This design comes from an exercise in tuning for small area, a short achievable clock period and few clock cycles per item on the open sky130 flow, not from production work. Only simulation tests tie the RTL to the original design; equivalence was not proved. Power and IR drop assume default switching activity.

`design/flow/config.mk`:
```
export PLATFORM = sky130hd
export DESIGN_NAME = sc_reduce
export DESIGN_NICKNAME = sc_reduce
export VERILOG_FILES = /design/flow/design.v
export SDC_FILE = /design/flow/constraint.sdc
export NUM_CORES = 4
export LEC_CHECK = 0
export CAP_MARGIN = 20
export CORE_MARGIN = 2
export CORE_UTILIZATION = 40
export SLEW_MARGIN = 20
```
`design/flow/constraint.sdc`:
```
create_clock -name core_clock -period 10.0 [get_ports {clk}]
set_input_delay 2.0000 -clock core_clock [delete_from_list [all_inputs] [get_ports {clk}]]
set_output_delay 2.0000 -clock core_clock [all_outputs]
set_load 0.01 [all_outputs]
```
`design/flow/design.v`:
```
module sc_reduce (
    input  wire         clk,
    input  wire         rst,
    input  wire         in_valid,
    output wire         in_ready,
    input  wire [255:0] in_data,
    output wire         out_valid,
    input  wire         out_ready,
    output wire [255:0] out_data
);
    wire [3:0]   h  = in_data[255:252];
    wire [128:0] xl = in_data[128:0];
    wire [122:0] xu = in_data[251:129];
    reg [128:0] t1;      
    reg [128:0] t2;      
    always @(*) begin
        case (h)
            4'd0: t1 = 129'h0;
            4'd1: t1 = 129'h14def9dea2f79cd65812631a5cf5d3ed;
            4'd2: t1 = 129'h29bdf3bd45ef39acb024c634b9eba7da;
            4'd3: t1 = 129'h3e9ced9be8e6d6830837294f16e17bc7;
            4'd4: t1 = 129'h537be77a8bde735960498c6973d74fb4;
            4'd5: t1 = 129'h685ae1592ed6102fb85bef83d0cd23a1;
            4'd6: t1 = 129'h7d39db37d1cdad06106e529e2dc2f78e;
            4'd7: t1 = 129'h9218d51674c549dc6880b5b88ab8cb7b;
            4'd8: t1 = 129'ha6f7cef517bce6b2c09318d2e7ae9f68;
            4'd9: t1 = 129'hbbd6c8d3bab4838918a57bed44a47355;
            4'd10: t1 = 129'hd0b5c2b25dac205f70b7df07a19a4742;
            4'd11: t1 = 129'he594bc9100a3bd35c8ca4221fe901b2f;
            4'd12: t1 = 129'hfa73b66fa39b5a0c20dca53c5b85ef1c;
            4'd13: t1 = 129'h10f52b04e4692f6e278ef0856b87bc309;
            4'd14: t1 = 129'h12431aa2ce98a93b8d1016b71157196f6;
            4'd15: t1 = 129'h13910a40b8c82308f2913ce8b72676ae3;
            default: t1 = 129'h0;
        endcase
    end
    always @(*) begin
        case (h)
            4'd0: t2 = 129'h0;
            4'd1: t2 = 129'h0;
            4'd2: t2 = 129'h14def9dea2f79cd65812631a5cf5d3ed;
            4'd3: t2 = 129'h29bdf3bd45ef39acb024c634b9eba7da;
            4'd4: t2 = 129'h3e9ced9be8e6d6830837294f16e17bc7;
            4'd5: t2 = 129'h537be77a8bde735960498c6973d74fb4;
            4'd6: t2 = 129'h685ae1592ed6102fb85bef83d0cd23a1;
            4'd7: t2 = 129'h7d39db37d1cdad06106e529e2dc2f78e;
            4'd8: t2 = 129'h9218d51674c549dc6880b5b88ab8cb7b;
            4'd9: t2 = 129'ha6f7cef517bce6b2c09318d2e7ae9f68;
            4'd10: t2 = 129'hbbd6c8d3bab4838918a57bed44a47355;
            4'd11: t2 = 129'hd0b5c2b25dac205f70b7df07a19a4742;
            4'd12: t2 = 129'he594bc9100a3bd35c8ca4221fe901b2f;
            4'd13: t2 = 129'hfa73b66fa39b5a0c20dca53c5b85ef1c;
            4'd14: t2 = 129'h10f52b04e4692f6e278ef0856b87bc309;
            4'd15: t2 = 129'h12431aa2ce98a93b8d1016b71157196f6;
            default: t2 = 129'h0;
        endcase
    end
    wire [129:0] d = {1'b0, xl} - {1'b0, t1};
    wire [129:0] e = {1'b0, xl} - {1'b0, t2};
    wire         b1 = d[129];
    wire         b2 = e[129];
    wire         neg = b1 & ~|xu;           
    wire         top = neg & ~b2;           
    wire [252:0] res;
    assign res[128:0]   = neg ? e[128:0] : d[128:0];
    assign res[251:129] = top ? 123'd0 : xu - {122'd0, b1};
    assign res[252]     = top;
    reg         v;
    reg [252:0] r;
    wire        adv = ~v | out_ready;
    assign in_ready  = adv;
    assign out_valid = v;
    assign out_data  = {3'b000, r};
    always @(posedge clk) begin
        if (rst)
            v <= 1'b0;
        else if (adv)
            v <= in_valid;
        if (adv)
            r <= res;
    end
endmodule
```
`design/flow/run.sh`:
```
#!/bin/bash
# synth_recipe.tcl (not shown) runs the flow's synth.tcl, then flattens the netlist and writes it again
# the make line also repeats each setting of config.mk as NAME=value (left out here)
make -C /OpenROAD-flow-scripts/flow DESIGN_CONFIG=/design/flow/config.mk WORK_HOME=/design/flow/orfs CLKGATE_MAP_FILE= SYNTH_SCRIPT=/design/flow/synth_recipe.tcl finish
```
==> results of run 1 <==
-- layout by cell type (no fill, tap or decap), types with 33 or more instances in the layout --
cell type	count
ha_1	264
xnor2_1	235
o31ai_1	33
a21oi_1	534
o21bai_1	93
nand4_1	125
nor4_1	40
buf_4	78
a21o_1	119
nand3_1	40
inv_1	106
a31oi_1	49
or3_1	36
nor2_1	473
nand2_1	449
nor3_1	106
clkbuf_16	34
nand2b_1	33
edfxtp_1	253
o21a_1	38
o21ai_0	340
xor2_1	129
clkdlybuf4s50_1	512
-- worst min path at each step --
stage / to / slack, ns / cells past startpoint
after floorplan: v / 2.07 / 1
after global placement: r[30] / 0.68 / 1
after detailed placement: r[30] / 0.68 / 1
after CTS: r[30] / 0.69 / 1
after global routing: r[30] / 0.70 / 1
final: r[30] / 0.68 / 1
-- kinds of logic after synthesis --
group / after synthesis
simple gates: 1461
compound gates: 1357
xor+xnor: 364
buf+inv: 315
fa+ha+maj: 266
flops: 254
mux: 21
other cells: 1
-- metrics by stage --
stage	utilization (%)	setup slack (ns)
after global placement	48.4	0.345
after detailed placement	48.4	0.292
after CTS	49.8	0.846
final	49.8	0.658
after global routing	49.8	0.264
after floorplan	-	1.83
-- final cells by class --
class / instances / share of cell area [%]
Sequential cell: 254 / 20.2
Antenna cell: 2 / 0.0133
Tap cell: 978 / 3.24
Clock inverter: 18 / 0.431
Timing Repair Buffer: 595 / 15.4
Clock buffer: 41 / 2.33
Inverter: 106 / 1.05
Multi-Input combinational cell: 3472 / 57.4
-- power breakdown --
group | internal, mW | switching, mW | total [mW]
Combinational | 1.14 | 1.75 | 2.90
Sequential | 1.42 | 0.0574 | 1.48
Clock | 0.679 | 0.509 | 1.19
-- state kept, by name (all words and copies together) (netlist names) --
| name | flops |
|---|---|
| r | 253 |
| v | 1 |
-- layer usage --
layer  routed length, um  vias to the layer above
li1                    -                    15700
met1               61500                    15900
met2               68900                     1644
met3               11600                      293
met4                8030                       10
met5                  64                        -
==> results.tsv, run 1 <==
metric	value	unit
Port Buffers	514	
GR met2 Demand/Resource	60.7	%
cts repair resizes	0	
Critical Path End	r[250]	
mux share of post-synthesis cell area	0.697	%
dominant synthesized flop cell	edfxtp_1	
Setup TNS	0	ns
GR Util met1	46.9	%
clock skew	0.0166	ns
Max VDD drop	0.138	mV
hold_buf cts	0	
main combinational cell family by area after synthesis	compound AO/OA/AOI/OAI gates	
core area	75700	um2
Initial Util	40.3	%
remaining antenna violation count	0	
average size of a mapped cell	7.55	um2
WP depth	32	
multi-input logic area	21600	um2
initial antenna violation count	8	
reg2reg path depth	3	
Non-Filler Instances	5466	
buffers and inverters on the worst path	5	
Post-CTS Setup Repair Bufs	0	
met3 usage	5.97	%
CP top delay family	simple AND/OR/NAND/NOR gates	
setup repair after global routing missed its margin	false	
top-count cell post-synth	a21oi_1	
routed vias	33500	
Chip Width	280	um
die area	78500	um2
largest net degree at the start of global routing	143	
CTS H-tree lvls	2	
Compound-Gate Fraction of Synth Area	26.4	%
CTS Buf Count	34	
distinct cell type count after synthesis	84	
CTS tree	built	
total power	5.56	mW
Fin Hold WS	0.682	ns
Worst Setup End Kind	register	
asr flop ratio synth	0	%
Worst-path clk slew	0.05	ns
routed wire length	150	mm
Total GRT Usage	36.8	%
total I/O pin count	518	
sequential-to-total area share from yosys stat	25.0	%
cell area after synthesis	30500	um2
total clock sinks	254	
Final period util	93.4	%
outcome	finished clean	
Hold Crit Start	v	
Hold Crit Class	register to register	
CTS Root Buffer Type	clkbuf_16	
Final GP Congestion	1.04	
Crit Path Class	input port to register	
die height	280	um
top post-synthesis cells by count	a21oi_1 (534), nor2_1 (473), nand2_1 (450)	
FF-to-FF setup slack	7.58	ns
first-pass GRT wire length	214	mm
Layout Nets	4989	
ranking of synthesized cells by area	edfxtp_1 (25%), ha_1 (11%), a21oi_1 (8.8%), xnor2_1 (6.7%), nor2_1 (5.8%)	
largest area contributor in the netlist	edfxtp_1	
register area	7620	um2
Static Leakage	14.3	nW
Synth Instances	4039	
Post-Synth Simple-Gate Area	22.3	%
Top Usage Layer GRT	met2	
DRC	0	
Max stage delay on crit path	0.60	ns
Yosys warning total	1	
post-DR wirelength/cell	27.5	um
Synth Area in XOR/XNOR	10.4	%
Critical Path Source Type	input port	
Slew HR	29.6	%
final hold vios	0	
final instance area	37700	um2
area grow syn2layout	23.6	%
DR pass1 iterations	6	
placed cell areas	36700	um2
slew of the pin with the lowest slew margin	1.05	ns
number of filler cells placed in the layout	7543	
Core Rows	101	
required time worst endpoint	10.29	ns
Worst Setup SP	in_data[253]	
FF+latch count, synth	254	
Worst R2R Start	v	
worst skew pair latency	0.56	ns
number of global-route vias before repair	31200	
PD cells	147	nW/um2
post-layout minimum cycle time	9.34	ns
placed cells	5405	
number of flops mapped to enable cells by yosys	253	
Max-cap violations	0	
share of cells above drive strength 1	4.01	%
arrival time of the worst setup path	9.64	ns
total gr overflow	0	
worst-path fanout max	9	
CP max stage cell	clkdlybuf4s50_1	
vias per cell	6.13	
max frequency	0.107	GHz
final setup vio count	0	
max-slew violation count	0	
DPL Wire Length	126	mm
Post-Synth Adder-Cell Area	11.0	%
reg2reg end	r[114]	
drt first-iter violations	3251	
share of the synthesized area in the top cell type	24.9	%
clock buffer depth	3	
Testbench counts, summed over its fixed seeds: cycles 1,608, values 1,600.
==> run 2, diff against run 1 <==
--- a/design/flow/config.mk
+++ b/design/flow/config.mk
@@ -5,6 +5,7 @@
 export SDC_FILE = /design/flow/constraint.sdc
 export NUM_CORES = 4
 export LEC_CHECK = 0
+export ABC_CLOCK_PERIOD_IN_PS = 2200
 export CAP_MARGIN = 20
 export CORE_MARGIN = 2
 export CORE_UTILIZATION = 40
==> run 2 against run 1 <==
- sequential power hardly changed
- clock skew stayed put
- global-route usage stayed put
- still clean
- area after synthesis stayed put
- first-iteration DRC count stayed put
==> results.tsv, run 2 <==
metric	value	unit	change
dominant synthesized flop cell	edfxtp_1		unchanged
clock skew	0.0166	ns	unchanged
area grow syn2layout	23.6	%	unchanged
Top Registers	r x253, v x1		unchanged
number of filler cells placed in the layout	7543		unchanged
share of cells above drive strength 1	4.01	%	unchanged
max frequency	0.107	GHz	unchanged
Slew HR	29.6	%	unchanged
routed wire length	150	mm	unchanged
CTS Buf Count	34		unchanged
post-DR wirelength/cell	27.5	um	unchanged
average size of a mapped cell	7.55	um2	unchanged
setup repair after global routing missed its margin	false		unchanged
distinct cell type count after synthesis	84		unchanged
core area	75700	um2	unchanged
Static Leakage	14.3	nW	unchanged
DPL Wire Length	126	mm	unchanged
Critical Path Source Type	input port		unchanged
cts repair resizes	0		unchanged
Core Rows	101		unchanged
Max-cap violations	0		unchanged
Chip Width	280	um	unchanged
vias per cell	6.13		unchanged
Max stage delay on crit path	0.60	ns	about the same
max reg flops	253		unchanged
pre-CTS setup slack	0.292	ns	unchanged
Synth Instances	4039		unchanged
Final GP Congestion	1.04		unchanged
share of the synthesized area in the top cell type	24.9	%	unchanged
clock buffer depth	3		unchanged
top-count cell post-synth	a21oi_1		unchanged
Initial Util	40.3	%	unchanged
CP top delay family	simple AND/OR/NAND/NOR gates		unchanged
Hold Crit Class	register to register		unchanged
drt first-iter violations	3251		unchanged
DR pass1 iterations	6		unchanged
die height	280	um	unchanged
Worst Setup End Kind	register		unchanged
Setup TNS	0	ns	unchanged
final setup vio count	0		unchanged
first-pass GRT wire length	214	mm	unchanged
arrival time of the worst setup path	9.64	ns	about the same
Yosys warning total	1		unchanged
Layout Nets	4989		unchanged
Final period util	93.4	%	unchanged
remaining antenna violation count	0		unchanged
buffers and inverters on the worst path	5		unchanged
total gr overflow	0		unchanged
sequential-to-total area share from yosys stat	25.0	%	unchanged
asr flop ratio synth	0	%	unchanged
die area	78500	um2	unchanged
worst-path fanout max	9		unchanged
Crit Path Class	input port to register		unchanged
CTS tree	built		unchanged
largest area contributor in the netlist	edfxtp_1		unchanged
total I/O pin count	518		unchanged
most common library cell in the layout ignoring fill and taps	a21oi_1		unchanged
CP max stage cell	clkdlybuf4s50_1		unchanged
Reg with most FFs	r		unchanged
slew of the pin with the lowest slew margin	1.05	ns	unchanged
routed vias	33500		unchanged
CTS H-tree lvls	2		unchanged
CTS Root Buffer Type	clkbuf_16		unchanged
ranking of synthesized cells by area	edfxtp_1 (25%), ha_1 (11%), a21oi_1 (8.8%), xnor2_1 (6.7%), nor2_1 (5.8%)		unchanged
worst skew pair latency	0.56	ns	about the same
Worst-path clk slew	0.05	ns	about the same
required time worst endpoint	10.29	ns	about the same
cell area after synthesis	30500	um2	unchanged
FF+latch count, synth	254		unchanged
PD cells	147	nW/um2	unchanged
post-layout minimum cycle time	9.34	ns	unchanged
Port Buffers	514		unchanged
max-slew violation count	0		unchanged
hold_buf cts	0		unchanged
top post-synthesis cells by count	a21oi_1 (534), nor2_1 (473), nand2_1 (450)		unchanged
Max VDD drop	0.138	mV	unchanged
Worst Slack Setup Final	0.658	ns	unchanged
total clock sinks	254		unchanged
outcome	finished clean		unchanged
Total GRT Usage	36.8	%	unchanged
DRC	0		unchanged
Post-CTS Setup Repair Bufs	0		unchanged
number of global-route vias before repair	31200		unchanged
final hold vios	0		unchanged
largest net degree at the start of global routing	143		unchanged
initial antenna violation count	8		unchanged
number of flops mapped to enable cells by yosys	253		unchanged
most frequent cells in the layout	a21oi_1 (534), clkdlybuf4s50_1 (512), nor2_1 (473)		unchanged
[run 2: final cells by class]
cell class	instances	area [um2]	share of cell area [%]
Clock buffer	41	877	2.33
Antenna cell	2	5.00	0.0133
Sequential cell	254	7620	20.2
Tap cell	978	1220	3.24
Clock inverter	18	163	0.431
Inverter	106	398	1.05
Multi-Input combinational cell	3472	21600	57.4
Timing Repair Buffer	595	5800	15.4
[run 2: report_power, final]
part / leakage, nW / internal, mW / total, mW / switching, mW
clock: 0.507 / 0.679 / 1.19 / 0.509
combinational: 11.2 / 1.14 / 2.90 / 1.75
sequential: 2.63 / 1.42 / 1.48 / 0.0574
total: 14.3 / 3.24 / 5.56 / 2.32
[run 2: worst reg2reg max path, delay by kind of cell (launching register included)]
family        cells  cell delay [ns]
flops             1             0.33
simple gates      1             0.19
buf+inv           2             1.18
[run 2: metrics by stage]
stage	std cells	total power [mW]	area [um2]	utilization, %	hold slack (ns)
after global routing	5465	5.83	37700	49.8	0.703
after floorplan	4041	3.08	30500	-	2.07
after detailed placement	5405	4.32	36700	48.4	0.676
after CTS	5464	5.53	37700	49.8	0.694
final	5466	5.56	37700	49.8	0.682
after global placement	5405	4.34	36700	48.4	0.681
[run 2: cell families after synthesis]
group | after synthesis | synth area share (%)
flip-flops | 254 | 25.0
adder cells (fa/ha/maj) | 266 | 11.0
AND/OR/NAND/NOR | 1461 | 22.3
buffers and inverters | 315 | 4.26
other | 1 | 0.0123
AO/OA/AOI/OAI | 1357 | 26.4
multiplexers | 21 | 0.697
XOR/XNOR | 364 | 10.4
[run 2: layer usage]
layer,global-route usage [%],vias to the layer above,share of wire (%)
met5,0,-,0.043
met4,17.2,10,5.3
met3,5.97,293,7.7
met2,60.7,1644,46
met1,46.9,15900,41
li1,-,15700,-
[run 2: path summary, 6_finish.rpt]
| check | startpoint | to | slack [ns] | cells after the start |
|---|---|---|---|---|
| setup / recovery | in_data[253] | r[250] | 0.66 | 32 |
| hold / removal | v | r[30] | 0.68 | 1 |
| setup reg to reg | v | r[114] | 7.58 | 3 |
| hold reg to reg | v | r[30] | 0.68 | 1 |

==> what the ideal ports hide <==
The results above use ideal ports. As a check the final layouts listed here were re-extracted and re-timed, cells and wires unchanged.
Step 1 sets driving cells, clkbuf_16 on the clock port and buf_2 on the other inputs (assumed; they add their load-dependent delay and slew).
Step 2 also shifts input and output timing later by t, the mid clock arrival at the registers, as if the neighbouring blocks saw the same clock.
Three values: ideal ports, drivers, drivers and shift; two values: the first two.
run | shift t [ns] | slack for setup (ns) | worst setup path at the end | clock arrival spread, ns | pins driven straight from the clock port
run 1 | 0.625 | 0.658 / 0.635 / 0.009 | input to register | 0.032 / 0.031 | 1
run 2 | 0.625 | 0.658 / 0.635 / 0.009 | input to register | 0.032 / 0.031 | 1
After both steps setup and hold are still met in every run listed.
